Source: an optimization exercise on an open RTL-to-GDS flow (aim: a short achievable clock period and few clock cycles). Production flows keep margins and buffers that such runs may drop.
In this exercise RTL edits were held to simulation tests only and were not proved equivalent to the original.
Power is estimated from default activity; no workload was simulated.

### flow/design.v
module solar16_core (
    input  wire        clk,
    input  wire        rst,           
    input  wire [16:0] prog_len,      
    output wire        imem_req,
    output wire [15:0] imem_addr,
    input  wire        imem_ack,
    input  wire [31:0] imem_rdata,
    output wire        dmem_req,
    output wire        dmem_we,
    output wire [15:0] dmem_addr,
    output wire [7:0]  dmem_wdata,
    input  wire        dmem_ack,
    input  wire [7:0]  dmem_rdata,
    output wire        in_req,
    input  wire        in_ack,
    input  wire        in_eof,
    input  wire [20:0] in_char,
    output reg         out_valid,
    output reg  [7:0]  out_data,
    output wire [1:0]  run_state,     
    output reg  [2:0]  fault_cause,
    output reg  [16:0] fault_pc,
    output reg  [7:0]  fault_opcode,
    output reg  [7:0]  fault_operand,
    output wire [16:0] pc_out,
    output wire        z_out,
    input  wire [3:0]  dbg_sel,
    output wire [15:0] dbg_reg
);
    localparam OP_ADD  = 8'h00, OP_SUB  = 8'h01, OP_MUL  = 8'h02;
    localparam OP_RADD = 8'h03, OP_RSUB = 8'h04, OP_RMUL = 8'h05;
    localparam OP_MOV  = 8'h10, OP_LD   = 8'h11, OP_ST   = 8'h12, OP_CLR = 8'h13;
    localparam OP_JMP  = 8'h20, OP_JZ   = 8'h21, OP_JNZ  = 8'h22, OP_HALT = 8'h23;
    localparam OP_CMP  = 8'h30;
    localparam OP_AND  = 8'h40, OP_NOT  = 8'h41, OP_OR   = 8'h42, OP_XOR = 8'h43;
    localparam OP_SHL  = 8'h44, OP_SHR  = 8'h45;
    localparam OP_CLZ  = 8'hF0, OP_NOP  = 8'hFF;
    localparam F_ILLEGAL  = 3'd1, F_MISALIGN = 3'd2, F_OUTOFPROG = 3'd3, F_BADREG = 3'd4;
    localparam ST_RUN = 2'd0, ST_HALT = 2'd1, ST_FAULT = 2'd2;
    localparam D_FAULT = 0,    
               D_U1    = 1,    
               D_U2    = 2,    
               D_ADD   = 3,    
               D_SUB   = 4,    
               D_MUL   = 5,    
               D_AND   = 6,
               D_OR    = 7,
               D_XOR   = 8,
               D_NOT   = 9,
               D_SHL   = 10,
               D_SHR   = 11,
               D_MOV   = 12,
               D_CLR   = 13,
               D_CMP   = 14,
               D_CLZ   = 15,
               D_JMP   = 16,
               D_JZ    = 17,
               D_JNZ   = 18,
               D_HALT  = 19,
               D_LD    = 20,   
               D_LDIN  = 21,   
               D_ST    = 22,
               D_OUT   = 23,   
               D_WR    = 24,   
               D_ZRES  = 25,   
               D_BIMM  = 26,   
               D_TBAD  = 27,   
               D_TBAD4 = 28,   
               D_FOPND = 29,   
               D_ILL   = 30,   
               D_ZW    = 31,   
               DW      = 32;
    reg        plt4;              
    reg [14:0] limw;              
    function [DW-1:0] predecode(input [31:0] w, input lt4, input [14:0] lim);
        reg [7:0] o, b1, b2;
        reg [15:0] im;
        reg legal, u1, u2, bad1, bad2, mis;
        begin
            o = w[7:0]; b1 = w[15:8]; b2 = w[23:16]; im = w[31:16];
            predecode = {DW{1'b0}};
            legal = 1'b1; u1 = 1'b0; u2 = 1'b0;
            case (o)
                OP_ADD, OP_SUB, OP_MUL, OP_LD, OP_ST, OP_CLR, OP_NOT, OP_SHL, OP_SHR:
                    u1 = 1'b1;
                OP_RADD, OP_RSUB, OP_RMUL, OP_MOV, OP_CMP, OP_AND, OP_OR, OP_XOR: begin
                    u1 = 1'b1; u2 = 1'b1;
                end
                OP_JMP, OP_JZ, OP_JNZ, OP_HALT, OP_CLZ, OP_NOP: ;
                default: legal = 1'b0;
            endcase
            bad1 = u1 && (b1[7:4] != 4'd0);
            bad2 = u2 && (b2[7:4] != 4'd0);
            mis  = (im[1:0] != 2'b00) || lt4;
            predecode[D_FAULT] = !legal || bad1 || bad2;
            predecode[D_ILL]   = !legal;
            predecode[D_FOPND] = !bad1;
            predecode[D_U1]    = u1;
            predecode[D_U2]    = u2;
            predecode[D_ADD]   = (o == OP_ADD) || (o == OP_RADD);
            predecode[D_SUB]   = (o == OP_SUB) || (o == OP_RSUB);
            predecode[D_MUL]   = (o == OP_MUL) || (o == OP_RMUL);
            predecode[D_AND]   = (o == OP_AND);
            predecode[D_OR]    = (o == OP_OR);
            predecode[D_XOR]   = (o == OP_XOR);
            predecode[D_NOT]   = (o == OP_NOT);
            predecode[D_SHL]   = (o == OP_SHL);
            predecode[D_SHR]   = (o == OP_SHR);
            predecode[D_MOV]   = (o == OP_MOV);
            predecode[D_CLR]   = (o == OP_CLR);
            predecode[D_CMP]   = (o == OP_CMP);
            predecode[D_CLZ]   = (o == OP_CLZ);
            predecode[D_JMP]   = (o == OP_JMP);
            predecode[D_JZ]    = (o == OP_JZ);
            predecode[D_JNZ]   = (o == OP_JNZ);
            predecode[D_HALT]  = (o == OP_HALT);
            predecode[D_LD]    = (o == OP_LD) && (im != 16'hFF10);
            predecode[D_LDIN]  = (o == OP_LD) && (im == 16'hFF10);
            predecode[D_ST]    = (o == OP_ST);
            predecode[D_OUT]   = (o == OP_ST) && (im == 16'hFF00);
            predecode[D_WR]    = (o == OP_ADD) || (o == OP_SUB) ||
                                 (o == OP_RADD) || (o == OP_RSUB) ||
                                 (o == OP_AND) || (o == OP_OR) || (o == OP_XOR) ||
                                 (o == OP_NOT) || (o == OP_SHL) || (o == OP_SHR) ||
                                 (o == OP_MOV) || (o == OP_CLR);
            predecode[D_ZRES]  = (o == OP_ADD) || (o == OP_SUB) ||
                                 (o == OP_RADD) || (o == OP_RSUB) ||
                                 (o == OP_AND) || (o == OP_OR) || (o == OP_XOR) ||
                                 (o == OP_NOT) || (o == OP_SHL) || (o == OP_SHR);
            predecode[D_ZW]    = (o == OP_ADD) || (o == OP_SUB) ||
                                 (o == OP_RADD) || (o == OP_RSUB) ||
                                 (o == OP_AND) || (o == OP_OR) || (o == OP_XOR) ||
                                 (o == OP_NOT) || (o == OP_SHL) || (o == OP_SHR) ||
                                 (o == OP_CLR) || (o == OP_CMP) || (o == OP_CLZ);
            predecode[D_BIMM]  = (o == OP_ADD) || (o == OP_SUB) || (o == OP_MUL) ||
                                 (o == OP_SHL) || (o == OP_SHR);
            predecode[D_TBAD]  = mis || ({1'b0, im[15:2]} > lim);
            predecode[D_TBAD4] = mis || ({1'b0, im[15:2]} >= lim);
        end
    endfunction
    reg [1:0]  st;
    reg [16:0] pc;                
    reg        zf;
    reg [15:0] regs [0:15];
    reg [16:0] fpc;               
    reg        fbad;              
    reg        f_pend;            
    reg        f_kill;            
    reg [31:0] fb0, fb1;          
    reg [1:0]  fq;                
    reg        f_pt, fb0_pt, fb1_pt, ir_pt;   
    localparam NB = 4;
    reg [NB-1:0] bv;
    reg [NB-1:0] bbad;            
    reg [15:0] bpc [0:NB-1];
    reg [15:0] btg [0:NB-1];
    reg [1:0]  bptr;
    reg        ir_v;
    reg [31:0] ir;
    reg [DW-1:0] id;
    reg [15:0] opa, opb;          
    reg        mp;
    reg [3:0]  mp_rd;
    reg [15:0] ms, mc;            
    reg        cv, cur_we;
    reg [15:0] cur_a1;
    reg [7:0]  cur_hi;
    reg        nv, nxt_we;
    reg [15:0] nxt_a;
    reg [7:0]  nxt_lo, nxt_hi;
    reg        d_pend;            
    reg        d_ld0, d_ld1;      
    reg [7:0]  ls_lo;             
    reg        lp;
    reg        lp_in;
    reg [3:0]  lp_rd;
    wire [7:0]  ir_op1 = ir[15:8];
    wire [7:0]  ir_op2 = ir[23:16];
    wire [15:0] ir_imm = ir[31:16];
    wire [3:0]  ir_rd  = ir[11:8];
    wire [3:0]  ir_rs  = ir[19:16];
    wire [15:0] in_value = (in_eof || in_char == 21'd10) ? 16'd0 : in_char[15:0];
    wire        l_wr  = lp && (lp_in ? in_ack : (d_pend && d_ld1 && dmem_ack));
    wire [15:0] l_val = lp_in ? in_value : {dmem_rdata, ls_lo};
    wire [15:0] mprod = ms + mc;
    wire e_act   = ir_v && (st == ST_RUN);
    wire quiet   = !lp && !cv && !nv;
    wire dep     = (lp && ((id[D_U1] && ir_rd == lp_rd) || (id[D_U2] && ir_rs == lp_rd))) ||
                   (mp && ((id[D_U1] && ir_rd == mp_rd) || (id[D_U2] && ir_rs == mp_rd) ||
                           id[D_JZ] || id[D_JNZ]));
    wire stall   = (id[D_FAULT] || id[D_HALT]) ? !quiet :
                   (dep ||
                    (id[D_LD]   && (lp || nv)) ||
                    (id[D_LDIN] && lp) ||
                    (id[D_ST]   && nv));
    wire e_go    = e_act && !stall;
    wire e_ok    = e_go && !id[D_FAULT];           
    wire e_wr    = e_ok && id[D_WR];
    wire e_mul   = e_ok && id[D_MUL];
    wire e_mem   = e_ok && (id[D_LD] || id[D_ST]);
    wire e_in    = e_ok && id[D_LDIN];
    wire is_br   = id[D_JMP] || id[D_JZ] || id[D_JNZ];
    wire tk      = id[D_JMP] || (id[D_JZ] && zf) || (id[D_JNZ] && !zf);
    wire br_tk   = e_go && tk;                         
    wire redir   = e_go && is_br && (tk != ir_pt);     
    wire [16:0] pc4  = pc + 17'd4;
    wire [16:0] pc8  = pc + 17'd8;
    wire        pcb4 = plt4 || (pc[16:2] >= {1'b0, limw});         
    wire        pcb8 = plt4 || (pc[16:2] + 15'd1 >= {1'b0, limw});  
    wire [16:0] rtgt = tk ? {1'b0, ir_imm} : pc4;
    wire        rbad = tk ? id[D_TBAD] : pcb4;
    wire [15:0] sum  = opa + opb;
    wire [15:0] dif  = opa - opb;
    wire [15:0] shl  = opa << opb[3:0];
    wire [15:0] shr  = opa >> opb[3:0];
    wire [15:0] res  = ({16{id[D_ADD]}} & sum) |
                       ({16{id[D_SUB]}} & dif) |
                       ({16{id[D_AND]}} & (opa & opb)) |
                       ({16{id[D_OR]}}  & (opa | opb)) |
                       ({16{id[D_XOR]}} & (opa ^ opb)) |
                       ({16{id[D_NOT]}} & ~opa) |
                       ({16{id[D_SHL]}} & shl) |
                       ({16{id[D_SHR]}} & shr) |
                       ({16{id[D_MOV]}} & opb);
    wire [15:0] ts, tc;
    solar16_mul_tree u_mul (.a(opa), .b(opb), .s(ts), .c(tc));
    reg        bhit, bhbad;
    reg [15:0] bt;
    integer k;
    always @(*) begin
        bhit  = 1'b0;
        bhbad = 1'b0;
        bt    = 16'd0;
        for (k = 0; k < NB; k = k + 1)
            if (bv[k] && bpc[k] == fpc[15:0]) begin
                bhit  = 1'b1;
                bhbad = bbad[k];
                bt    = btg[k];
            end
    end
    wire live    = f_pend && !f_kill;
    wire new_in  = imem_ack && live && !redir;
    wire [2:0] occ = {2'b0, ir_v} + {1'b0, fq} + {2'b0, live};
    wire want    = (st == ST_RUN) && !fbad && (occ <= 3'd2);
    wire f_try   = redir ? !rbad : want;           
    wire f_issue = f_try && (!f_pend || imem_ack);
    wire fb4     = plt4 || (fpc[16:2] >= {1'b0, limw});            
    wire drained = !ir_v && (fq == 2'd0) && !live && fbad;
    assign imem_req  = f_issue;
    assign imem_addr = redir ? rtgt[15:0] : fpc[15:0];
    wire [16:0] fpc_i = redir ? (tk ? {1'b0, ir_imm} + 17'd4 : pc8) :
                                (bhit ? {1'b0, bt} : fpc + 17'd4);
    wire        fbad_i = redir ? (tk ? id[D_TBAD4] : pcb8) : (bhit ? bhbad : fb4);
    wire adv     = !ir_v || e_go;
    wire [31:0] nxw = (fq != 2'd0) ? fb0 : imem_rdata;
    wire        npt = (fq != 2'd0) ? fb0_pt : f_pt;
    wire [31:0] sel_w = adv ? nxw : ir;
    wire [3:0]  nrd = sel_w[11:8];
    wire [3:0]  nrs = sel_w[19:16];
    wire [DW-1:0] nid = predecode(nxw, plt4, limw);
    wire        nbimm = adv ? nid[D_BIMM] : id[D_BIMM];
    function [15:0] rdreg(input [3:0] i);
        begin
            if (e_wr && ir_rd == i)      rdreg = res;
            else if (mp && mp_rd == i)   rdreg = mprod;
            else if (l_wr && lp_rd == i) rdreg = l_val;
            else                         rdreg = regs[i];
        end
    endfunction
    wire d_try = cv || nv || e_mem;
    wire d_issue = d_try && (!d_pend || dmem_ack);
    assign dmem_req   = d_issue;
    assign dmem_we    = cv ? cur_we : nv ? nxt_we : id[D_ST];
    assign dmem_addr  = cv ? cur_a1 : nv ? nxt_a  : ir_imm;
    assign dmem_wdata = cv ? cur_hi : nv ? nxt_lo : opa[7:0];
    assign in_req     = e_in;
    assign run_state = st;
    assign pc_out    = pc;
    assign z_out     = zf;
    assign dbg_reg   = regs[dbg_sel];
    always @(posedge clk) begin
        plt4 <= (prog_len < 17'd4);
        limw <= prog_len[16:2] - 15'd1;
    end
    integer i;
    always @(posedge clk) begin
        out_valid <= 1'b0;
        if (rst) begin
            st            <= ST_RUN;
            pc            <= 17'd0;
            zf            <= 1'b0;
            fault_cause   <= 3'd0;
            fault_pc      <= 17'd0;
            fault_opcode  <= 8'd0;
            fault_operand <= 8'd0;
            out_data      <= 8'd0;
            for (i = 0; i < 16; i = i + 1)
                regs[i] <= 16'd0;
            fpc    <= 17'd0;
            fbad   <= (prog_len < 17'd4);
            f_pend <= 1'b0;
            f_kill <= 1'b0;
            fq     <= 2'd0;
            f_pt   <= 1'b0;
            fb0_pt <= 1'b0;
            fb1_pt <= 1'b0;
            ir_pt  <= 1'b0;
            bv     <= {NB{1'b0}};
            bbad   <= {NB{1'b0}};
            bptr   <= 2'd0;
            for (i = 0; i < NB; i = i + 1) begin
                bpc[i] <= 16'd0;
                btg[i] <= 16'd0;
            end
            fb0    <= 32'd0;
            fb1    <= 32'd0;
            ir_v   <= 1'b0;
            ir     <= 32'd0;
            id     <= {DW{1'b0}};
            opa    <= 16'd0;
            opb    <= 16'd0;
            mp     <= 1'b0;
            mp_rd  <= 4'd0;
            ms     <= 16'd0;
            mc     <= 16'd0;
            cv     <= 1'b0;
            cur_we <= 1'b0;
            cur_a1 <= 16'd0;
            cur_hi <= 8'd0;
            nv     <= 1'b0;
            nxt_we <= 1'b0;
            nxt_a  <= 16'd0;
            nxt_lo <= 8'd0;
            nxt_hi <= 8'd0;
            d_pend <= 1'b0;
            d_ld0  <= 1'b0;
            d_ld1  <= 1'b0;
            ls_lo  <= 8'd0;
            lp     <= 1'b0;
            lp_in  <= 1'b0;
            lp_rd  <= 4'd0;
        end else begin
            if (f_issue) begin
                f_pend <= 1'b1;
                f_kill <= 1'b0;
                f_pt   <= !redir && bhit;
                fpc    <= fpc_i;
                fbad   <= fbad_i;
            end else begin
                if (imem_ack) begin
                    f_pend <= 1'b0;
                    f_kill <= 1'b0;
                end else if (redir) begin
                    f_kill <= f_pend;
                end
                if (redir) begin
                    fpc  <= rtgt;
                    fbad <= rbad;
                end
            end
            if (redir) begin
                fq   <= 2'd0;
                ir_v <= 1'b0;
            end else begin
                if (adv) begin
                    ir_v  <= (fq != 2'd0) || new_in;
                    ir    <= nxw;
                    id    <= nid;
                    ir_pt <= npt;
                    if (fq == 2'd2) begin
                        fb0    <= fb1;
                        fb0_pt <= fb1_pt;
                        if (new_in) begin fb1 <= imem_rdata; fb1_pt <= f_pt; end
                        fq <= new_in ? 2'd2 : 2'd1;
                    end else if (fq == 2'd1) begin
                        if (new_in) begin fb0 <= imem_rdata; fb0_pt <= f_pt; end
                        fq <= new_in ? 2'd1 : 2'd0;
                    end
                end else if (new_in) begin
                    if (fq == 2'd0) begin fb0 <= imem_rdata; fb0_pt <= f_pt; end
                    else            begin fb1 <= imem_rdata; fb1_pt <= f_pt; end
                    fq <= fq + 2'd1;
                end
            end
            opa <= rdreg(nrd);
            opb <= nbimm ? sel_w[31:16] : rdreg(nrs);
            if (e_go) begin
                if (id[D_FAULT]) begin
                    st            <= ST_FAULT;
                    fault_cause   <= id[D_ILL] ? F_ILLEGAL : F_BADREG;
                    fault_pc      <= pc;
                    fault_opcode  <= ir[7:0];
                    fault_operand <= id[D_ILL] ? 8'd0 : (id[D_FOPND] ? ir_op2 : ir_op1);
                end else if (id[D_HALT]) begin
                    st <= ST_HALT;
                end else begin
                    pc <= br_tk ? {1'b0, ir_imm} : pc4;
                    if (id[D_OUT]) begin
                        out_valid <= 1'b1;
                        out_data  <= opa[7:0];
                    end
                end
            end else if (drained && quiet && st == ST_RUN) begin
                st          <= ST_FAULT;
                fault_cause <= (fpc[1:0] != 2'b00) ? F_MISALIGN : F_OUTOFPROG;
                fault_pc    <= fpc;
            end
            if (e_ok && id[D_ZW])
                zf <= id[D_CLR] || (id[D_CMP] && opa == opb) ||
                      (id[D_ZRES] && res == 16'd0);
            else if (mp)
                zf <= (mprod == 16'd0);
            for (i = 0; i < 16; i = i + 1)
                if (e_wr && ir_rd == i)      regs[i] <= res;
                else if (mp && mp_rd == i)   regs[i] <= mprod;
                else if (l_wr && lp_rd == i) regs[i] <= l_val;
            mp <= e_mul;
            if (e_mul) begin
                mp_rd <= ir_rd;
                ms    <= ts;
                mc    <= tc;
            end
            if (e_go && is_br) begin
                if (tk && !ir_pt) begin
                    bv[bptr]   <= 1'b1;
                    bbad[bptr] <= id[D_TBAD];
                    bpc[bptr]  <= pc[15:0];
                    btg[bptr]  <= ir_imm;
                    bptr       <= bptr + 2'd1;
                end else if (!tk && ir_pt) begin
                    for (i = 0; i < NB; i = i + 1)
                        if (bpc[i] == pc[15:0]) bv[i] <= 1'b0;
                end
            end
            if (d_issue) begin
                d_pend <= 1'b1;
                if (cv) begin
                    cv    <= 1'b0;
                    d_ld0 <= 1'b0;
                    d_ld1 <= !cur_we;
                end else if (nv) begin
                    cv     <= 1'b1;
                    cur_we <= nxt_we;
                    cur_a1 <= nxt_a + 16'd1;
                    cur_hi <= nxt_hi;
                    nv     <= 1'b0;
                    d_ld0  <= !nxt_we;
                    d_ld1  <= 1'b0;
                end else begin
                    cv     <= 1'b1;
                    cur_we <= id[D_ST];
                    cur_a1 <= ir_imm + 16'd1;
                    cur_hi <= opa[15:8];
                    d_ld0  <= id[D_LD];
                    d_ld1  <= 1'b0;
                end
            end else if (dmem_ack) begin
                d_pend <= 1'b0;
            end
            if (e_mem && (cv || nv || !d_issue)) begin
                nv     <= 1'b1;
                nxt_we <= id[D_ST];
                nxt_a  <= ir_imm;
                nxt_lo <= opa[7:0];
                nxt_hi <= opa[15:8];
            end
            if (d_pend && dmem_ack && d_ld0)
                ls_lo <= dmem_rdata;
            if ((e_ok && id[D_LD]) || e_in) begin
                lp    <= 1'b1;
                lp_in <= id[D_LDIN];
                lp_rd <= ir_rd;
            end else if (l_wr) begin
                lp <= 1'b0;
            end
        end
    end
endmodule
module solar16_mul_tree (input wire [15:0] a, input wire [15:0] b, output wire [15:0] s, output wire [15:0] c);
    wire [16:0] bb = {b, 1'b0};
    wire one0 = bb[0] ^ bb[1];
    wire two0 = (bb[2] & ~bb[1] & ~bb[0]) | (~bb[2] & bb[1] & bb[0]);
    wire neg0 = bb[2] & ~(bb[1] & bb[0]);
    wire pp0_0 = (((one0 & a[0]) | (two0 & 1'b0)) ^ neg0);
    wire pp0_1 = (((one0 & a[1]) | (two0 & a[0])) ^ neg0);
    wire pp0_2 = (((one0 & a[2]) | (two0 & a[1])) ^ neg0);
    wire pp0_3 = (((one0 & a[3]) | (two0 & a[2])) ^ neg0);
    wire pp0_4 = (((one0 & a[4]) | (two0 & a[3])) ^ neg0);
    wire pp0_5 = (((one0 & a[5]) | (two0 & a[4])) ^ neg0);
    wire pp0_6 = (((one0 & a[6]) | (two0 & a[5])) ^ neg0);
    wire pp0_7 = (((one0 & a[7]) | (two0 & a[6])) ^ neg0);
    wire pp0_8 = (((one0 & a[8]) | (two0 & a[7])) ^ neg0);
    wire pp0_9 = (((one0 & a[9]) | (two0 & a[8])) ^ neg0);
    wire pp0_10 = (((one0 & a[10]) | (two0 & a[9])) ^ neg0);
    wire pp0_11 = (((one0 & a[11]) | (two0 & a[10])) ^ neg0);
    wire pp0_12 = (((one0 & a[12]) | (two0 & a[11])) ^ neg0);
    wire pp0_13 = (((one0 & a[13]) | (two0 & a[12])) ^ neg0);
    wire pp0_14 = (((one0 & a[14]) | (two0 & a[13])) ^ neg0);
    wire pp0_15 = (((one0 & a[15]) | (two0 & a[14])) ^ neg0);
    wire one1 = bb[2] ^ bb[3];
    wire two1 = (bb[4] & ~bb[3] & ~bb[2]) | (~bb[4] & bb[3] & bb[2]);
    wire neg1 = bb[4] & ~(bb[3] & bb[2]);
    wire pp1_0 = (((one1 & a[0]) | (two1 & 1'b0)) ^ neg1);
    wire pp1_1 = (((one1 & a[1]) | (two1 & a[0])) ^ neg1);
    wire pp1_2 = (((one1 & a[2]) | (two1 & a[1])) ^ neg1);
    wire pp1_3 = (((one1 & a[3]) | (two1 & a[2])) ^ neg1);
    wire pp1_4 = (((one1 & a[4]) | (two1 & a[3])) ^ neg1);
    wire pp1_5 = (((one1 & a[5]) | (two1 & a[4])) ^ neg1);
    wire pp1_6 = (((one1 & a[6]) | (two1 & a[5])) ^ neg1);
    wire pp1_7 = (((one1 & a[7]) | (two1 & a[6])) ^ neg1);
    wire pp1_8 = (((one1 & a[8]) | (two1 & a[7])) ^ neg1);
    wire pp1_9 = (((one1 & a[9]) | (two1 & a[8])) ^ neg1);
    wire pp1_10 = (((one1 & a[10]) | (two1 & a[9])) ^ neg1);
    wire pp1_11 = (((one1 & a[11]) | (two1 & a[10])) ^ neg1);
    wire pp1_12 = (((one1 & a[12]) | (two1 & a[11])) ^ neg1);
    wire pp1_13 = (((one1 & a[13]) | (two1 & a[12])) ^ neg1);
    wire one2 = bb[4] ^ bb[5];
    wire two2 = (bb[6] & ~bb[5] & ~bb[4]) | (~bb[6] & bb[5] & bb[4]);
    wire neg2 = bb[6] & ~(bb[5] & bb[4]);
    wire pp2_0 = (((one2 & a[0]) | (two2 & 1'b0)) ^ neg2);
    wire pp2_1 = (((one2 & a[1]) | (two2 & a[0])) ^ neg2);
    wire pp2_2 = (((one2 & a[2]) | (two2 & a[1])) ^ neg2);
    wire pp2_3 = (((one2 & a[3]) | (two2 & a[2])) ^ neg2);
    wire pp2_4 = (((one2 & a[4]) | (two2 & a[3])) ^ neg2);
    wire pp2_5 = (((one2 & a[5]) | (two2 & a[4])) ^ neg2);
    wire pp2_6 = (((one2 & a[6]) | (two2 & a[5])) ^ neg2);
    wire pp2_7 = (((one2 & a[7]) | (two2 & a[6])) ^ neg2);
    wire pp2_8 = (((one2 & a[8]) | (two2 & a[7])) ^ neg2);
    wire pp2_9 = (((one2 & a[9]) | (two2 & a[8])) ^ neg2);
    wire pp2_10 = (((one2 & a[10]) | (two2 & a[9])) ^ neg2);
    wire pp2_11 = (((one2 & a[11]) | (two2 & a[10])) ^ neg2);
    wire one3 = bb[6] ^ bb[7];
    wire two3 = (bb[8] & ~bb[7] & ~bb[6]) | (~bb[8] & bb[7] & bb[6]);
    wire neg3 = bb[8] & ~(bb[7] & bb[6]);
    wire pp3_0 = (((one3 & a[0]) | (two3 & 1'b0)) ^ neg3);
    wire pp3_1 = (((one3 & a[1]) | (two3 & a[0])) ^ neg3);
    wire pp3_2 = (((one3 & a[2]) | (two3 & a[1])) ^ neg3);
    wire pp3_3 = (((one3 & a[3]) | (two3 & a[2])) ^ neg3);
    wire pp3_4 = (((one3 & a[4]) | (two3 & a[3])) ^ neg3);
    wire pp3_5 = (((one3 & a[5]) | (two3 & a[4])) ^ neg3);
    wire pp3_6 = (((one3 & a[6]) | (two3 & a[5])) ^ neg3);
    wire pp3_7 = (((one3 & a[7]) | (two3 & a[6])) ^ neg3);
    wire pp3_8 = (((one3 & a[8]) | (two3 & a[7])) ^ neg3);
    wire pp3_9 = (((one3 & a[9]) | (two3 & a[8])) ^ neg3);
    wire one4 = bb[8] ^ bb[9];
    wire two4 = (bb[10] & ~bb[9] & ~bb[8]) | (~bb[10] & bb[9] & bb[8]);
    wire neg4 = bb[10] & ~(bb[9] & bb[8]);
    wire pp4_0 = (((one4 & a[0]) | (two4 & 1'b0)) ^ neg4);
    wire pp4_1 = (((one4 & a[1]) | (two4 & a[0])) ^ neg4);
    wire pp4_2 = (((one4 & a[2]) | (two4 & a[1])) ^ neg4);
    wire pp4_3 = (((one4 & a[3]) | (two4 & a[2])) ^ neg4);
    wire pp4_4 = (((one4 & a[4]) | (two4 & a[3])) ^ neg4);
    wire pp4_5 = (((one4 & a[5]) | (two4 & a[4])) ^ neg4);
    wire pp4_6 = (((one4 & a[6]) | (two4 & a[5])) ^ neg4);
    wire pp4_7 = (((one4 & a[7]) | (two4 & a[6])) ^ neg4);
    wire one5 = bb[10] ^ bb[11];
    wire two5 = (bb[12] & ~bb[11] & ~bb[10]) | (~bb[12] & bb[11] & bb[10]);
    wire neg5 = bb[12] & ~(bb[11] & bb[10]);
    wire pp5_0 = (((one5 & a[0]) | (two5 & 1'b0)) ^ neg5);
    wire pp5_1 = (((one5 & a[1]) | (two5 & a[0])) ^ neg5);
    wire pp5_2 = (((one5 & a[2]) | (two5 & a[1])) ^ neg5);
    wire pp5_3 = (((one5 & a[3]) | (two5 & a[2])) ^ neg5);
    wire pp5_4 = (((one5 & a[4]) | (two5 & a[3])) ^ neg5);
    wire pp5_5 = (((one5 & a[5]) | (two5 & a[4])) ^ neg5);
    wire one6 = bb[12] ^ bb[13];
    wire two6 = (bb[14] & ~bb[13] & ~bb[12]) | (~bb[14] & bb[13] & bb[12]);
    wire neg6 = bb[14] & ~(bb[13] & bb[12]);
    wire pp6_0 = (((one6 & a[0]) | (two6 & 1'b0)) ^ neg6);
    wire pp6_1 = (((one6 & a[1]) | (two6 & a[0])) ^ neg6);
    wire pp6_2 = (((one6 & a[2]) | (two6 & a[1])) ^ neg6);
    wire pp6_3 = (((one6 & a[3]) | (two6 & a[2])) ^ neg6);
    wire one7 = bb[14] ^ bb[15];
    wire two7 = (bb[16] & ~bb[15] & ~bb[14]) | (~bb[16] & bb[15] & bb[14]);
    wire neg7 = bb[16] & ~(bb[15] & bb[14]);
    wire pp7_0 = (((one7 & a[0]) | (two7 & 1'b0)) ^ neg7);
    wire pp7_1 = (((one7 & a[1]) | (two7 & a[0])) ^ neg7);
    wire s1 = pp0_10 ^ pp1_8;
    wire c2 = pp0_10 & pp1_8;
    wire s3 = pp0_11 ^ pp1_9;
    wire c4 = pp0_11 & pp1_9;
    wire s5 = pp0_12 ^ pp1_10 ^ pp2_8;
    wire c6 = (pp0_12 & pp1_10) | (pp0_12 & pp2_8) | (pp1_10 & pp2_8);
    wire s7 = pp3_6 ^ pp4_4;
    wire c8 = pp3_6 & pp4_4;
    wire s9 = pp0_13 ^ pp1_11 ^ pp2_9;
    wire c10 = (pp0_13 & pp1_11) | (pp0_13 & pp2_9) | (pp1_11 & pp2_9);
    wire s11 = pp3_7 ^ pp4_5;
    wire c12 = pp3_7 & pp4_5;
    wire s13 = pp0_14 ^ pp1_12 ^ pp2_10;
    wire c14 = (pp0_14 & pp1_12) | (pp0_14 & pp2_10) | (pp1_12 & pp2_10);
    wire s15 = pp3_8 ^ pp4_6 ^ pp5_4;
    wire c16 = (pp3_8 & pp4_6) | (pp3_8 & pp5_4) | (pp4_6 & pp5_4);
    wire s17 = pp6_2 ^ pp7_0;
    wire c18 = pp6_2 & pp7_0;
    wire s19 = pp0_15 ^ pp1_13 ^ pp2_11;
    wire c20 = (pp0_15 & pp1_13) | (pp0_15 & pp2_11) | (pp1_13 & pp2_11);
    wire s21 = pp3_9 ^ pp4_7 ^ pp5_5;
    wire c22 = (pp3_9 & pp4_7) | (pp3_9 & pp5_5) | (pp4_7 & pp5_5);
    wire s23 = pp6_3 ^ pp7_1;
    wire c24 = pp6_3 & pp7_1;
    wire s25 = pp0_6 ^ pp1_4;
    wire c26 = pp0_6 & pp1_4;
    wire s27 = pp0_7 ^ pp1_5;
    wire c28 = pp0_7 & pp1_5;
    wire s29 = pp0_8 ^ pp1_6 ^ pp2_4;
    wire c30 = (pp0_8 & pp1_6) | (pp0_8 & pp2_4) | (pp1_6 & pp2_4);
    wire s31 = pp3_2 ^ pp4_0;
    wire c32 = pp3_2 & pp4_0;
    wire s33 = pp0_9 ^ pp1_7 ^ pp2_5;
    wire c34 = (pp0_9 & pp1_7) | (pp0_9 & pp2_5) | (pp1_7 & pp2_5);
    wire s35 = pp3_3 ^ pp4_1;
    wire c36 = pp3_3 & pp4_1;
    wire s37 = pp2_6 ^ pp3_4 ^ pp4_2;
    wire c38 = (pp2_6 & pp3_4) | (pp2_6 & pp4_2) | (pp3_4 & pp4_2);
    wire s39 = pp5_0 ^ neg5 ^ s1;
    wire c40 = (pp5_0 & neg5) | (pp5_0 & s1) | (neg5 & s1);
    wire s41 = pp2_7 ^ pp3_5 ^ pp4_3;
    wire c42 = (pp2_7 & pp3_5) | (pp2_7 & pp4_3) | (pp3_5 & pp4_3);
    wire s43 = pp5_1 ^ s3 ^ c2;
    wire c44 = (pp5_1 & s3) | (pp5_1 & c2) | (s3 & c2);
    wire s45 = pp5_2 ^ pp6_0 ^ neg6;
    wire c46 = (pp5_2 & pp6_0) | (pp5_2 & neg6) | (pp6_0 & neg6);
    wire s47 = s5 ^ s7 ^ c4;
    wire c48 = (s5 & s7) | (s5 & c4) | (s7 & c4);
    wire s49 = pp5_3 ^ pp6_1 ^ s9;
    wire c50 = (pp5_3 & pp6_1) | (pp5_3 & s9) | (pp6_1 & s9);
    wire s51 = s11 ^ c6 ^ c8;
    wire c52 = (s11 & c6) | (s11 & c8) | (c6 & c8);
    wire s53 = neg7 ^ s13 ^ s15;
    wire c54 = (neg7 & s13) | (neg7 & s15) | (s13 & s15);
    wire s55 = s17 ^ c10 ^ c12;
    wire c56 = (s17 & c10) | (s17 & c12) | (c10 & c12);
    wire s57 = s19 ^ s21 ^ s23;
    wire c58 = (s19 & s21) | (s19 & s23) | (s21 & s23);
    wire s59 = c14 ^ c16 ^ c18;
    wire c60 = (c14 & c16) | (c14 & c18) | (c16 & c18);
    wire s61 = pp0_4 ^ pp1_2;
    wire c62 = pp0_4 & pp1_2;
    wire s63 = pp0_5 ^ pp1_3;
    wire c64 = pp0_5 & pp1_3;
    wire s65 = pp2_2 ^ pp3_0 ^ neg3;
    wire c66 = (pp2_2 & pp3_0) | (pp2_2 & neg3) | (pp3_0 & neg3);
    wire s67 = pp2_3 ^ pp3_1 ^ s27;
    wire c68 = (pp2_3 & pp3_1) | (pp2_3 & s27) | (pp3_1 & s27);
    wire s69 = neg4 ^ s29 ^ s31;
    wire c70 = (neg4 & s29) | (neg4 & s31) | (s29 & s31);
    wire s71 = s33 ^ s35 ^ c30;
    wire c72 = (s33 & s35) | (s33 & c30) | (s35 & c30);
    wire s73 = s37 ^ s39 ^ c34;
    wire c74 = (s37 & s39) | (s37 & c34) | (s39 & c34);
    wire s75 = s41 ^ s43 ^ c38;
    wire c76 = (s41 & s43) | (s41 & c38) | (s43 & c38);
    wire s77 = s45 ^ s47 ^ c42;
    wire c78 = (s45 & s47) | (s45 & c42) | (s47 & c42);
    wire s79 = s49 ^ s51 ^ c46;
    wire c80 = (s49 & s51) | (s49 & c46) | (s51 & c46);
    wire s81 = s53 ^ s55 ^ c50;
    wire c82 = (s53 & s55) | (s53 & c50) | (s55 & c50);
    wire s83 = s57 ^ s59 ^ c54;
    wire c84 = (s57 & s59) | (s57 & c54) | (s59 & c54);
    wire s85 = pp0_2 ^ pp1_0;
    wire c86 = pp0_2 & pp1_0;
    wire s87 = pp0_3 ^ pp1_1;
    wire c88 = pp0_3 & pp1_1;
    wire s89 = pp2_0 ^ neg2 ^ s61;
    wire c90 = (pp2_0 & neg2) | (pp2_0 & s61) | (neg2 & s61);
    wire s91 = pp2_1 ^ s63 ^ c62;
    wire c92 = (pp2_1 & s63) | (pp2_1 & c62) | (s63 & c62);
    wire s93 = s25 ^ s65 ^ c64;
    wire c94 = (s25 & s65) | (s25 & c64) | (s65 & c64);
    wire s95 = c26 ^ s67 ^ c66;
    wire c96 = (c26 & s67) | (c26 & c66) | (s67 & c66);
    wire s97 = c28 ^ s69 ^ c68;
    wire c98 = (c28 & s69) | (c28 & c68) | (s69 & c68);
    wire s99 = c32 ^ s71 ^ c70;
    wire c100 = (c32 & s71) | (c32 & c70) | (s71 & c70);
    wire s101 = c36 ^ s73 ^ c72;
    wire c102 = (c36 & s73) | (c36 & c72) | (s73 & c72);
    wire s103 = c40 ^ s75 ^ c74;
    wire c104 = (c40 & s75) | (c40 & c74) | (s75 & c74);
    wire s105 = c44 ^ s77 ^ c76;
    wire c106 = (c44 & s77) | (c44 & c76) | (s77 & c76);
    wire s107 = c48 ^ s79 ^ c78;
    wire c108 = (c48 & s79) | (c48 & c78) | (s79 & c78);
    wire s109 = c52 ^ s81 ^ c80;
    wire c110 = (c52 & s81) | (c52 & c80) | (s81 & c80);
    wire s111 = c56 ^ s83 ^ c82;
    wire c112 = (c56 & s83) | (c56 & c82) | (s83 & c82);
    assign s = {s111, s109, s107, s105, s103, s101, s99, s97, s95, s93, s91, s89, s87, neg1, pp0_1, pp0_0};
    assign c = {c110, c108, c106, c104, c102, c100, c98, c96, c94, c92, c90, c88, c86, s85, 1'b0, neg0};
endmodule
### flow/run.sh
#!/bin/bash
# synth_recipe.tcl (not shown) runs the flow's synth.tcl, then flattens the netlist and writes it again
# the make line also repeats each setting of config.mk as NAME=value (left out here)
make -C /OpenROAD-flow-scripts/flow DESIGN_CONFIG=/design/flow/config.mk WORK_HOME=/design/flow/orfs CLKGATE_MAP_FILE= SYNTH_SCRIPT=/design/flow/synth_recipe.tcl finish
### flow/config.mk
export PLATFORM = sky130hd
export DESIGN_NAME = solar16_core
export DESIGN_NICKNAME = solar16_core
export VERILOG_FILES = /design/flow/design.v
export SDC_FILE = /design/flow/constraint.sdc
export NUM_CORES = 4
export LEC_CHECK = 0
export ABC_CLOCK_PERIOD_IN_PS = 4500
export CAP_MARGIN = 20
export CORE_MARGIN = 2
export CORE_UTILIZATION = 40
export PLACE_DENSITY = 0.6
export SETUP_SLACK_MARGIN = 4.8
export SLEW_MARGIN = 20
### flow/constraint.sdc
create_clock -name core_clock -period 10.0 [get_ports {clk}]
set_input_delay 2.0000 -clock core_clock [delete_from_list [all_inputs] [get_ports {clk}]]
set_output_delay 2.0000 -clock core_clock [all_outputs]
set_load 0.01 [all_outputs]
==> results of run 1 <==
## tightest hold or removal path, stage by stage (launching register included)
cell and delay, ps:
dfxtp_1 300, nand2_1 50, a21oi_1 50
## metal layers
metal | up-vias | share of wire | track usage
li1 | 25918 | - | -
met1 | 29333 | 0.38 | 0.545
met2 | 4110 | 0.42 | 0.643
met3 | 1204 | 0.11 | 0.123
met4 | 18 | 0.084 | 0.298
met5 | - | 0.00039 | 0
## metrics by stage
step           hold slack, ps  instance area [um2]   util  cells  power (mW)
3_3_place_gp              435                58900  0.436   8693        9.83
5_1_grt                   467                65100  0.482   9032        14.6
3_5_place_dp              444                58900  0.436   8695        9.84
2_1_floorplan             428                54600      -   7103        7.21
4_1_cts                   451                64400  0.476   8986        13.8
6_report                  448                65100  0.482   9039        14.1
## power breakdown
group	leakage [nW]	total, mW	switching (mW)	internal (mW)
clock	1.65	3.77	1.62	2.14
combinational	16.7	6.56	4.42	2.15
sequential	6.57	3.80	0.386	3.41
total	24.9	14.1	6.43	7.70
## final timing paths
check | to | slack, ps | cells past startpoint
min | cur_a1[12] | 450 | 2
max reg2reg | opa[4] | 4780 | 15
max | dbg_reg[12] | 4420 | 10
min reg2reg | cur_a1[12] | 450 | 2
## state kept, by name, indices dropped and copies added, names as in the netlist, 15 cells and up
name / cells
fb1: 32
mc: 15
pc: 17
id: 31
limw: 15
fpc: 17
btg: 64
fb0: 32
opa: 16
nxt_a: 16
regs: 256
bpc: 64
cur_a1: 16
fault_pc: 17
ms: 16
opb: 16
ir: 32
## layout by cell type (no fill, tap or decap), types with 129 or more instances in the layout
cell type,synthesis,layout
a211oi_1,328,323
a21oi_1,475,468
a22oi_1,219,198
buf_4,4,331
clkdlybuf4s50_1,0,169
dfxtp_1,645,623
edfxtp_1,129,129
ha_1,161,158
inv_1,162,160
mux2i_1,241,223
nand2_1,956,928
nand3_1,194,189
nor2_1,821,792
o21ai_0,330,312
o22ai_1,132,132
xnor2_1,167,155
xor2_1,172,170
## logic make-up (layout without fill, tap and decap cells)
group / Yosys count / in the layout / synth area share
compound gates: 2093 / 2093 / 0.260
other cells: 0 / 10 / 0
mux: 299 / 299 / 0.0584
xor+xnor: 339 / 339 / 0.0546
simple gates: 2575 / 2579 / 0.210
flops: 774 / 774 / 0.309
fa+ha+maj: 196 / 196 / 0.0499
buf+inv: 827 / 968 / 0.0590
## final cells by class
cell class,instances,area (um2)
inverter,169,643
tap,1781,2230
timing repair buffer,622,6050
sequential,774,16800
clock inverter,47,648
multi-input combinational,5506,35900
clock buffer,130,2720
fill,13199,70000
antenna,10,25.0
## repair_timing
action | in CTS | in global routing
cloned | 9 | 2
endpoints found under the hold margin | 0 | 0
gates resized for setup | 419 | 63
setup buffers | 105 | 39
setup endpoints to repair | 258 | 96
pin swaps | 72 | 50
==> run_results.csv, run 1 <==
group,metric,value,unit
synthesis,yosysTopAreaCell,"dfxtp_1",
synthesis,ys_seq_area_frac,0.309,
cells_and_area,layout-drive-gt1-share,0.133,
synthesis,syn_area,54400,um2
global_route,grt_pass1_wl,435,mm
placed_design,gp_congestion,1.03,
power_and_ir_drop,leakage,24.9,nW
sta,max_freq,179,MHz
critical_path,cpPeakStageDelay,260,ps
critical_path,worstSetupStartpointType,"primary input",
placed_design,portBuffers,210,
synthesis,synth_fp_nets,7387,
clocking,clk_path_buf_depth,3,
critical_path,required,8000,ps
global_route,grt_pass1_vias,55628,
worst_hold_path,holdCritPathClass,"register to register",
critical_path,path_cells,"buf_12 > buf_4 > buf_12 > nor4_4 > buf_4 > buf_12 > a21oi_1 > nand4_1 > o22a_2 > buf_6",
route,drt-total-wl,315,mm
clocking,clk_latency,780,ps
status,outcome,"timing/DRC/antenna clean",
run,maxCapViolations,0,
critical_path,path_class,"primary input to output pin",
route,drt_iter0_drc,8900,
critical_path,r2r_start,"cv",
synthesis,synth_most_common_cell,"nand2_1",
synthesis,synth_cells,7103,
global_route,grt_max_degree,92,
synthesis,yosys.area.top_type_share,0.237,
placed_design,dp_slack,2560,ps
sta,tightest_slew,1280,ps
clocking,cts_sinks,774,
synthesis,synth-async-reset-ratio,0,
route,dr.pass1.iters,10,
global_route,grt.total_usage,0.434,
die,ios,213,
sta,finClkSkew,61.7,ps
sta,hold_viol_final,0,
placed_design,dp_hpwl,210,mm
worst_hold_path,min-delay-start,"cur_a1[12]",
cells_and_area,area_growth_syn_to_layout,19.7,%
clocking,clk_pin_slew,60,ps
route,viasPerCell,6.70,
sta,fin_setup_tns,0,ps
die,initial_core_util,0.402,
cells_and_area,finish.net_count,7452,
sta,slew_headroom,0.150,
critical_path,cp_max_fo,8,
synthesis,synth_common_cells,"nand2_1 (956), nor2_1 (821), dfxtp_1 (645)",
clocking,htree_levels,3,
clocking,hold_buffers,0,
sta,finalWorstSetupSlack,4420,ps
sta,finalCriticalPeriod,5580,ps
critical_path,worstPathArrival,3580,ps
critical_path,cp_common_cell,"buf_12",
die,dieWidth,373,um
synthesis,synth_cell_types,96,
die,die_h,373,um
power_and_ir_drop,power_density,217,nW/um2
synthesis,synth_edf_count,129,
sta,drv_slew,0,
route,drc,0,
synthesis,postSynthAreaPerCell,7.66,um2
sta,finalSetupViolCount,0,
synthesis,synthFlopType,"dfxtp_1",
power_and_ir_drop,irDropWorstVdd,0.175,mV
clocking,cts_tree,"yes",
route,route.antenna.remaining_nets,0,
sta,finalCritPeriodShare,0.558,
synthesis,synth-seq-cells,774,
synthesis,synthTopCellsByArea,"dfxtp_1 (24%), edfxtp_1 (7.1%), nand2_1 (6.6%)",
critical_path,crit_slowest_cell,"o22a_2",
die,die_area,139000,um2
critical_path,worst-path-buf-inv,6,
critical_path,end_kind,"output pin",
route,num_vias,60583,
clocking,cts_made_buffers,95,
clocking,cts_root_buf,"clkbuf_16",
sta,rsz0062_at_grt,"yes",
die,rows,135,
critical_path,crit_start,"dbg_sel[1]",
global_route,grt_overflow_total,0,
critical_path,cpLargestDelayFamily,"buffers and inverters",
route,wire_per_inst,34.8,um
global_route,antenna_found_initial,19,
die,core,135000,um2
synthesis,yosys_warnings,2,
Testbench counts, summed over its fixed seeds: cycles 31,819.
==> run 2: changes to the inputs <==
--- a/flow/design.v
+++ b/flow/design.v
@@ -73,6 +73,8 @@
                DW      = 32;
     reg        plt4;              
     reg [14:0] limw;              
+    reg        plt8;              
+    reg [14:0] limw1;             
     function [DW-1:0] predecode(input [31:0] w, input lt4, input [14:0] lim);
         reg [7:0] o, b1, b2;
         reg [15:0] im;
@@ -141,6 +143,8 @@
     endfunction
     reg [1:0]  st;
     reg [16:0] pc;                
+    reg [16:0] pc4r;              
+    reg        pcb4r, pcb8r;      
     reg        zf;
     reg [15:0] regs [0:15];
     reg [16:0] fpc;               
@@ -160,6 +164,7 @@
     reg [31:0] ir;
     reg [DW-1:0] id;
     reg [15:0] opa, opb;          
+    reg        ra_z, ra_nz, ti_z, ti_nz;
     reg        mp;
     reg [3:0]  mp_rd;
     reg [15:0] ms, mc;            
@@ -201,15 +206,17 @@
     wire e_mem   = e_ok && (id[D_LD] || id[D_ST]);
     wire e_in    = e_ok && id[D_LDIN];
     wire is_br   = id[D_JMP] || id[D_JZ] || id[D_JNZ];
-    wire tk      = id[D_JMP] || (id[D_JZ] && zf) || (id[D_JNZ] && !zf);
+    wire tk      = zf ? ti_z : ti_nz;
     wire br_tk   = e_go && tk;                         
-    wire redir   = e_go && is_br && (tk != ir_pt);     
-    wire [16:0] pc4  = pc + 17'd4;
-    wire [16:0] pc8  = pc + 17'd8;
-    wire        pcb4 = plt4 || (pc[16:2] >= {1'b0, limw});         
-    wire        pcb8 = plt4 || (pc[16:2] + 15'd1 >= {1'b0, limw});  
+    wire redir   = ir_v && (st == ST_RUN) && !(mp && (id[D_JZ] || id[D_JNZ])) &&
+                   (zf ? ra_z : ra_nz);                
+    wire [16:0] pc4  = pc4r;
+    wire [16:0] pc8  = pc4r + 17'd4;
+    wire        pcb4 = pcb4r;
+    wire        pcb8 = pcb8r;
     wire [16:0] rtgt = tk ? {1'b0, ir_imm} : pc4;
     wire        rbad = tk ? id[D_TBAD] : pcb4;
+    wire [16:0] npc  = br_tk ? {1'b0, ir_imm} : pc4;
     wire [15:0] sum  = opa + opb;
     wire [15:0] dif  = opa - opb;
     wire [15:0] shl  = opa << opb[3:0];
@@ -282,6 +289,8 @@
     always @(posedge clk) begin
         plt4 <= (prog_len < 17'd4);
         limw <= prog_len[16:2] - 15'd1;
+        plt8 <= (prog_len < 17'd8);
+        limw1 <= prog_len[16:2] - 15'd2;
     end
     integer i;
     always @(posedge clk) begin
@@ -289,6 +298,13 @@
         if (rst) begin
             st            <= ST_RUN;
             pc            <= 17'd0;
+            pc4r          <= 17'd4;
+            pcb4r         <= (prog_len < 17'd8);
+            pcb8r         <= (prog_len < 17'd12);
+            ra_z          <= 1'b0;
+            ra_nz         <= 1'b0;
+            ti_z          <= 1'b0;
+            ti_nz         <= 1'b0;
             zf            <= 1'b0;
             fault_cause   <= 3'd0;
             fault_pc      <= 17'd0;
@@ -360,14 +376,20 @@
                 end
             end
             if (redir) begin
-                fq   <= 2'd0;
-                ir_v <= 1'b0;
+                fq    <= 2'd0;
+                ir_v  <= 1'b0;
+                ra_z  <= 1'b0;
+                ra_nz <= 1'b0;
             end else begin
                 if (adv) begin
                     ir_v  <= (fq != 2'd0) || new_in;
                     ir    <= nxw;
                     id    <= nid;
                     ir_pt <= npt;
+                    ra_z  <= nid[D_JMP] ? !npt : nid[D_JZ] ? !npt : nid[D_JNZ] ? npt : 1'b0;
+                    ra_nz <= nid[D_JMP] ? !npt : nid[D_JZ] ? npt : nid[D_JNZ] ? !npt : 1'b0;
+                    ti_z  <= nid[D_JMP] || nid[D_JZ];
+                    ti_nz <= nid[D_JMP] || nid[D_JNZ];
                     if (fq == 2'd2) begin
                         fb0    <= fb1;
                         fb0_pt <= fb1_pt;
@@ -395,7 +417,10 @@
                 end else if (id[D_HALT]) begin
                     st <= ST_HALT;
                 end else begin
-                    pc <= br_tk ? {1'b0, ir_imm} : pc4;
+                    pc    <= npc;
+                    pc4r  <= npc + 17'd4;
+                    pcb4r <= plt4 || (npc[16:2] >= {1'b0, limw});
+                    pcb8r <= plt8 || (npc[16:2] >= {1'b0, limw1});
                     if (id[D_OUT]) begin
                         out_valid <= 1'b1;
                         out_data  <= opa[7:0];
--- a/flow/config.mk
+++ b/flow/config.mk
@@ -5,10 +5,9 @@
 export SDC_FILE = /design/flow/constraint.sdc
 export NUM_CORES = 4
 export LEC_CHECK = 0
-export ABC_CLOCK_PERIOD_IN_PS = 4500
 export CAP_MARGIN = 20
 export CORE_MARGIN = 2
 export CORE_UTILIZATION = 40
 export PLACE_DENSITY = 0.6
-export SETUP_SLACK_MARGIN = 4.8
+export SETUP_SLACK_MARGIN = 4.9
 export SLEW_MARGIN = 20
==> run 2 against run 1 <==
Against the previous run:
- still clean
- clock power is essentially flat
- die area up 2.9%
- sequential power increased by 7.4%
- via count is 0.80% higher
- synthesized area grew 2.9%
- worst setup slack got worse by 34 ps
- global-route usage fell by 2.9 points
- first-iteration DRC count rose by 4.8%
- register-to-register slack better by 70 ps
- hold slack better by 1.5 ps
- combinational power rose by 19%
- sequential cell count increased by 37
- critical endpoint is now dbg_reg[14]
==> run_results.csv, run 2 <==
group,metric,value,unit
critical_path,reg2reg_depth,16,
cells_and_area,largest_register_ff_count,256,
clocking,cts_sinks,811,
synthesis,yosys.area.top_type_share,0.243,
critical_path,worstPathArrival,3620,ps
synthesis,yosys_warnings,2,
sta,holdWs,450,ps
status,outcome,"timing/DRC/antenna clean",
die,core,139000,um2
critical_path,path_class,"primary input to output pin",
sta,slew_headroom,0.143,
clocking,cts_made_buffers,98,
global_route,grt_pass1_wl,418,mm
synthesis,yosysTopAreaCell,"dfxtp_1",
clocking,htree_levels,3,
critical_path,path_cells,"buf_12 > nand2b_4 > nor2_4 > buf_8 > buf_6 > buf_12 > a21oi_2 > nand4_1 > o22a_1 > buf_2",
clocking,clk_pin_slew,60,ps
placed_design,gp_congestion,1.05,
power_and_ir_drop,power_density,238,nW/um2
synthesis,synth_most_common_cell,"nand2_1",
cells_and_area,finish.net_count,7534,
cells_and_area,largest_register,"regs",
route,drt-total-wl,301,mm
route,wire_per_inst,32.7,um
die,die_area,143000,um2
die,rows,137,
placed_design,portBuffers,210,
cells_and_area,nFillCells,13636,
critical_path,worst-path-buf-inv,5,
cells_and_area,seqCellArea,17600,um2
synthesis,postSynthAreaPerCell,7.75,um2
global_route,grt_overflow_total,0,
sta,rsz0062_at_grt,"yes",
run,maxCapViolations,0,
critical_path,r2r_end,"opb[0]",
power_and_ir_drop,leakage,24.1,nW
power_and_ir_drop,irDropWorstVdd,0.170,mV
critical_path,cpPeakStageDelay,270,ps
sta,finalSetupViolCount,0,
global_route,grt_pass1_vias,55027,
route,drt_iter0_drc,9327,
global_route,grt.total_usage,0.405,
die,initial_core_util,0.402,
global_route,antenna_found_initial,14,
route,dr.pass1.iters,8,
route,viasPerCell,6.63,
cells_and_area,final_common_cell,"nand2_1",
critical_path,worstSetupStartpointType,"primary input",
die,dieWidth,378,um
clocking,hold_buffers,0,
synthesis,synth_common_cells,"nand2_1 (1037), nor2_1 (767), dfxtp_1 (680)",
critical_path,crit_start,"dbg_sel[2]",
critical_path,end_kind,"output pin",
synthesis,synth_fp_nets,7515,
die,die_h,378,um
placed_design,post_dp_cell_area,60500,um2
cells_and_area,top_regs,"regs x256, bpc x64, btg x64",
route,drc,0,
sta,hold_viol_final,0,
clocking,clk_latency,770,ps
synthesis,synthFlopType,"dfxtp_1",
cells_and_area,postLayoutCellArea,65800,um2
critical_path,crit_end,"dbg_reg[14]",
sta,max_freq,178,MHz
die,ios,213,
sta,finalCritPeriodShare,0.562,
synthesis,synth-seq-cells,811,
critical_path,rrSetupSlack,4850,ps
synthesis,synthTopCellsByArea,"dfxtp_1 (24%), edfxtp_1 (7.0%), nand2_1 (7.0%)",
sta,finClkSkew,61.5,ps
critical_path,crit_cells,10,
critical_path,required,8000,ps
cells_and_area,layout-drive-gt1-share,0.122,
sta,tightest_slew,1280,ps
clocking,cts_root_buf,"clkbuf_16",
cells_and_area,area_growth_syn_to_layout,17.5,%
synthesis,ys_seq_area_frac,0.313,
global_route,grt_max_degree,172,
critical_path,cpLargestDelayFamily,"buffers and inverters",
critical_path,cp_common_cell,"buf_12",
sta,drv_slew,0,
synthesis,synth-async-reset-ratio,0,
sta,finalCriticalPeriod,5620,ps
synthesis,synth_edf_count,131,
critical_path,crit_slowest_cell,"nor2_4",
placed_design,dp_hpwl,202,mm
critical_path,cp_max_fo,7,
synthesis,synth_cells,7229,
route,route.antenna.remaining_nets,0,
critical_path,r2r_start,"ir[11]",
clocking,clk_path_buf_depth,3,
synthesis,syn_area,56000,um2
cells_and_area,multi_input_area,36300,um2
worst_hold_path,holdCritPathClass,"register to register",
cells_and_area,mostFrequentLayoutCells,"nand2_1 (1019), nor2_1 (739), dfxtp_1 (661)",
sta,fin_setup_tns,0,ps
route,num_vias,61068,
synthesis,synth_cell_types,96,
clocking,cts_tree,"yes",
[run 2: logic make-up after synthesis]
logic type | synth area share
buf+inv | 0.0605
mux | 0.0635
fa+ha+maj | 0.0489
simple gates | 0.209
compound gates | 0.252
flops | 0.313
xor+xnor | 0.0532
[run 2: power breakdown]
part	total (mW)	internal (mW)	leakage, nW	switching (mW)
Clock	3.77	2.16	1.61	1.62
Sequential	4.08	3.62	6.88	0.461
Combinational	7.79	2.47	15.6	5.32
[run 2: per-layer routing]
metal,global-route usage,vias to the layer above,share of wire
li1,-,26228,-
met1,0.543,29468,0.40
met3,0.121,1085,0.13
met2,0.574,4273,0.40
met5,0,-,0.00029
met4,0.230,14,0.070
[run 2: through the flow]
step           utilization  instances  total power, mW  worst slack (ps)
6_report             0.473       9211             15.6              4380
5_1_grt              0.473       9204             16.0              4370
4_1_cts              0.468       9174             15.1              4430
3_5_place_dp         0.435       8918             11.2              2410
3_3_place_gp         0.434       8916             11.1              2450
2_1_floorplan            -       7229             8.23              4800
[run 2: how the worst min path moves through the flow]
stage	start	slack, ps	depth (start not counted)	end
after floorplan	cur_a1[14]	430	2	cur_a1[14]
after global placement	cur_a1[4]	440	2	cur_a1[4]
after detailed placement	cur_a1[3]	440	2	cur_a1[3]
after CTS	cur_a1[3]	450	2	cur_a1[3]
after global routing	cur_a1[2]	470	2	cur_a1[2]
final	cur_a1[8]	450	2	cur_a1[8]
[run 2: repair_timing]
action | CTS | global route
setup buffers | 70 | 23
setup endpoints to repair | 149 | 73
pin swaps | 48 | 39
cloned | 6 | 6
resized for setup | 264 | 85
[run 2: worst min-delay path, stage by stage, from the launching register on]
cell and delay [ps]:
dfxtp_1 300, nand2_1 50, a21oi_1 50
[run 2: cell type report]
cell class | instances | share of cell area
Inverter | 201 | 0.0118
Sequential cell | 811 | 0.267
Antenna cell | 7 | 0.000266
Clock inverter | 41 | 0.00848
Clock buffer | 139 | 0.0422
Tap cell | 1876 | 0.0357
Timing Repair inverter | 3 | 0.000228
Timing Repair Buffer | 571 | 0.0821
Multi-Input combinational cell | 5562 | 0.552
Testbench counts of run 2, summed over its fixed seeds: cycles 31,819.
==> run 3: changes to the inputs <==
--- a/flow/design.v
+++ b/flow/design.v
@@ -147,6 +147,8 @@
     reg        pcb4r, pcb8r;      
     reg        zf;
     reg [15:0] regs [0:15];
+    reg [15:0] dregs [0:15];
+    reg [1:0]  st_d;
     reg [16:0] fpc;               
     reg        fbad;              
     reg        f_pend;            
@@ -232,6 +234,7 @@
                        ({16{id[D_MOV]}} & opb);
     wire [15:0] ts, tc;
     solar16_mul_tree u_mul (.a(opa), .b(opb), .s(ts), .c(tc));
+    integer i;
     reg        bhit, bhbad;
     reg [15:0] bt;
     integer k;
@@ -282,17 +285,21 @@
     assign dmem_addr  = cv ? cur_a1 : nv ? nxt_a  : ir_imm;
     assign dmem_wdata = cv ? cur_hi : nv ? nxt_lo : opa[7:0];
     assign in_req     = e_in;
-    assign run_state = st;
+    assign run_state = st_d;
     assign pc_out    = pc;
     assign z_out     = zf;
-    assign dbg_reg   = regs[dbg_sel];
+    assign dbg_reg   = dregs[dbg_sel];
+    always @(posedge clk) begin
+        for (i = 0; i < 16; i = i + 1)
+            dregs[i] <= regs[i];
+        st_d <= rst ? ST_RUN : st;
+    end
     always @(posedge clk) begin
         plt4 <= (prog_len < 17'd4);
         limw <= prog_len[16:2] - 15'd1;
         plt8 <= (prog_len < 17'd8);
         limw1 <= prog_len[16:2] - 15'd2;
     end
-    integer i;
     always @(posedge clk) begin
         out_valid <= 1'b0;
         if (rst) begin
--- a/flow/config.mk
+++ b/flow/config.mk
@@ -7,7 +7,7 @@
 export LEC_CHECK = 0
 export CAP_MARGIN = 20
 export CORE_MARGIN = 2
-export CORE_UTILIZATION = 40
-export PLACE_DENSITY = 0.6
+export CORE_UTILIZATION = 45
+export PLACE_DENSITY = 0.65
 export SETUP_SLACK_MARGIN = 4.9
 export SLEW_MARGIN = 20
==> run 3 against run 2 <==
Against the previous run:
- first-iteration DRC count is 16% higher
- still clean on timing, DRC and antenna
- clock power rose by 31%
- design area up 9.4%
- synthesized cell count up 1.8%
- critical path depth decreased by 1
==> run_results.csv, run 3 <==
group,metric,value,unit
status,outcome,"timing/DRC/antenna clean",
critical_path,path_class,"primary input to output pin",
critical_path,path_cells,"buf_12 > buf_4 > nor3_2 > buf_12 > buf_4 > a22oi_1 > nand3_1 > o22a_2 > clkdlybuf4s15_2",
global_route,grt_pass1_wl,430,mm
sta,fin_setup_tns,0,ps
die,core,135000,um2
route,route.antenna.remaining_nets,0,
route,num_vias,63965,
critical_path,worstPathArrival,3580,ps
synthesis,yosys_warnings,3,
synthesis,synthFlopType,"dfxtp_1",
sta,finClkSkew,47.5,ps
power_and_ir_drop,power_density,227,nW/um2
synthesis,synth_edf_count,131,
synthesis,synth-async-reset-ratio,0,
global_route,grt_pass1_vias,57779,
critical_path,cp_max_fo,8,
placed_design,post_dp_cell_area,65500,um2
die,initial_core_util,0.453,
worst_hold_path,holdCritPathClass,"register to register",
critical_path,required,8000,ps
cells_and_area,top_regs,"dregs x256, regs x256",
cells_and_area,mostFrequentLayoutCells,"nand2_1 (945), dfxtp_1 (923), nor2_1 (720)",
global_route,grt_overflow_total,0,
critical_path,crit_slowest_cell,"nor3_2",
synthesis,syn_area,61300,um2
global_route,grt_max_degree,97,
placed_design,portBuffers,210,
die,ios,213,
cells_and_area,layout.cells.non_filler,9305,
global_route,antenna_found_initial,32,
synthesis,synthTopCellsByArea,"dfxtp_1 (31%), edfxtp_1 (6.4%), nand2_1 (5.8%)",
clocking,cts_tree,"yes",
synthesis,synth_cells,7360,
synthesis,postSynthAreaPerCell,8.33,um2
clocking,cts_sinks,1069,
cells_and_area,finish.net_count,7699,
placed_design,placed_cells,8955,
placed_design,dp_hpwl,204,mm
synthesis,yosys.area.top_type_share,0.306,
die,rows,135,
die,die_area,139000,um2
sta,rsz0062_at_grt,"yes",
route,top_layer_used,"met5",
synthesis,yosysTopAreaCell,"dfxtp_1",
sta,slew_headroom,0.124,
critical_path,cpPeakStageDelay,250,ps
route,wl_met3,43.0,mm
synthesis,synth_fp_nets,7646,
clocking,clk_pin_slew,70,ps
synthesis,ys_seq_area_frac,0.371,
sta,drv_slew,0,
cells_and_area,layout-drive-gt1-share,0.124,
die,dieWidth,373,um
clocking,clk_latency,810,ps
route,drt-total-wl,308,mm
route,wire_per_inst,33.1,um
synthesis,synth_common_cells,"nand2_1 (953), dfxtp_1 (938), nor2_1 (743)",
die,die_h,373,um
sta,finalCriticalPeriod,5580,ps
sta,hold_viol_final,0,
clocking,cts_made_buffers,117,
critical_path,end_kind,"output pin",
sta,finalCritPeriodShare,0.558,
power_and_ir_drop,irDropWorstVdd,0.173,mV
clocking,cts_root_buf,"clkbuf_16",
sta,max_freq,179,MHz
route,met1_length,118,mm
critical_path,worstSetupStartpointType,"primary input",
cells_and_area,final_common_cell,"nand2_1",
route,dr.pass1.iters,13,
route,drt_iter0_drc,10803,
power_and_ir_drop,leakage,26.8,nW
route,wl_met2,121,mm
synthesis,synth_most_common_cell,"nand2_1",
route,drc,0,
placed_design,gp_congestion,1.07,
run,maxCapViolations,0,
cells_and_area,utilization,0.532,
route,viasPerCell,6.87,
global_route,grt.total_usage,0.422,
synthesis,synth-seq-cells,1069,
cells_and_area,postLayoutCellArea,72000,um2
synthesis,synth_cell_types,109,
cells_and_area,area_growth_syn_to_layout,17.6,%
clocking,htree_levels,3,
sta,finalSetupViolCount,0,
sta,tightest_slew,1290,ps
clocking,clk_path_buf_depth,3,
power_and_ir_drop,total_power,16.3,mW
-- run 3: cell count changes in the layout (fill, tap and decap cells not counted), sizes merged, moves of 60 or more --
cell,change
dfxtp,+258
o211ai,-127
nand2,-85
o22ai,+81
o21ai,-71
o221ai,+66
a21oi,-60
-- run 3: report_power, final --
group / total, mW / internal [mW] / switching, mW
registers: 5.12 / 4.63 / 0.490
logic: 6.29 / 2.18 / 4.11
clock network: 4.94 / 2.92 / 2.01
total: 16.3 / 9.74 / 6.61
-- run 3: cells by family after synthesis --
| logic type | synth area share |
|---|---|
| and+or+nand+nor | 0.194 |
| AOI/OAI and AO/OA | 0.232 |
| DFF | 0.371 |
| buffers and inverters | 0.0540 |
| xor gates and xnor gates | 0.0473 |
| muxes | 0.0575 |
| adders and majority gates | 0.0447 |
-- run 3: path summary, 6_finish.rpt --
check / from / endpoint / slack [ps] / cells after the start
setup / recovery: dbg_sel[1] / dbg_reg[15] / 4420 / 9
hold / removal: regs[7][8] / dregs[7][8] / 370 / 0
setup reg to reg: ir[10] / opa[11] / 4840 / 13
hold reg to reg: regs[7][8] / dregs[7][8] / 370 / 0
-- run 3: repair_timing --
item	4_1_cts	5_1_grt
resized for setup	260	94
buffers inserted	85	25
pin swaps	28	37
hold buffers	0	0
hold endpoints to repair	0	0
cloned	5	3
setup endpoints to repair	112	73
-- run 3: cell type report --
cell class | instances | area [um2]
diodes | 9 | 22.5
clock buffers | 158 | 3270
clock inverters | 63 | 1050
fillers | 12342 | 63300
inverters | 180 | 694
multi-input cells | 5456 | 36300
flip-flops and latches | 1069 | 22700
well taps | 1781 | 2230
repair buffers | 588 | 5680
repair inverters | 1 | 6.26
-- run 3: worst max-delay path: cells and delay by family --
family | cells | cell delay (ps)
compound gates | 2 | 310
buf+inv | 5 | 900
simple gates | 2 | 350
-- run 3: per-layer routing --
| layer | vias to the layer above | global-route usage |
|---|---|---|
| li1 | 27033 | - |
| met1 | 30623 | 0.546 |
| met2 | 4890 | 0.581 |
| met3 | 1375 | 0.156 |
| met4 | 44 | 0.283 |
| met5 | - | 0.00874 |
-- run 3: stage by stage --
| stage | worst slack [ps] | hold WS, ps |
|---|---|---|
| global placement | 3180 | 359 |
| floorplan | 4910 | 346 |
| detailed placement | 3180 | 365 |
| CTS | 4470 | 361 |
| global route | 4400 | 378 |
| finish | 4420 | 369 |
Testbench counts of run 3, summed over its fixed seeds: cycles 31,859.

-- afterwards: timing with drivers on the ports --
Ports are ideal in the flow. The routed layouts listed here were re-timed in OpenROAD. Step 1 assumes that a clkbuf_16 drives the clock port and a buf_2 every other input. Step 2 also shifts input and output timing later by t, the mid clock arrival at the registers, as if the neighbouring blocks saw the same clock. Three values: ideal, step 1, step 2; two values: the first two.
| run | t, ns | setup WS [ns] | hold WS [ns] | worst setup path at the end | cell pins on the clock port's net |
|---|---|---|---|---|---|
| run 1 | 0.847 | 4.416 / 4.363 / 3.846 | 0.448 / 0.448 / 0.448 | input to register | 1 |
| run 2 | 0.826 | 4.382 / 4.328 / 4.056 | 0.450 / 0.450 / 0.450 | input to register | 1 |
| run 3 | 0.867 | 4.423 / 4.372 / 4.058 | 0.369 / 0.369 / 0.369 | input to register | 1 |
After both steps setup and hold are still met in every run listed. For run 1, which loses most, drivers alone change the setup slack by -0.053 ns; drivers and shift together by -0.570 ns.
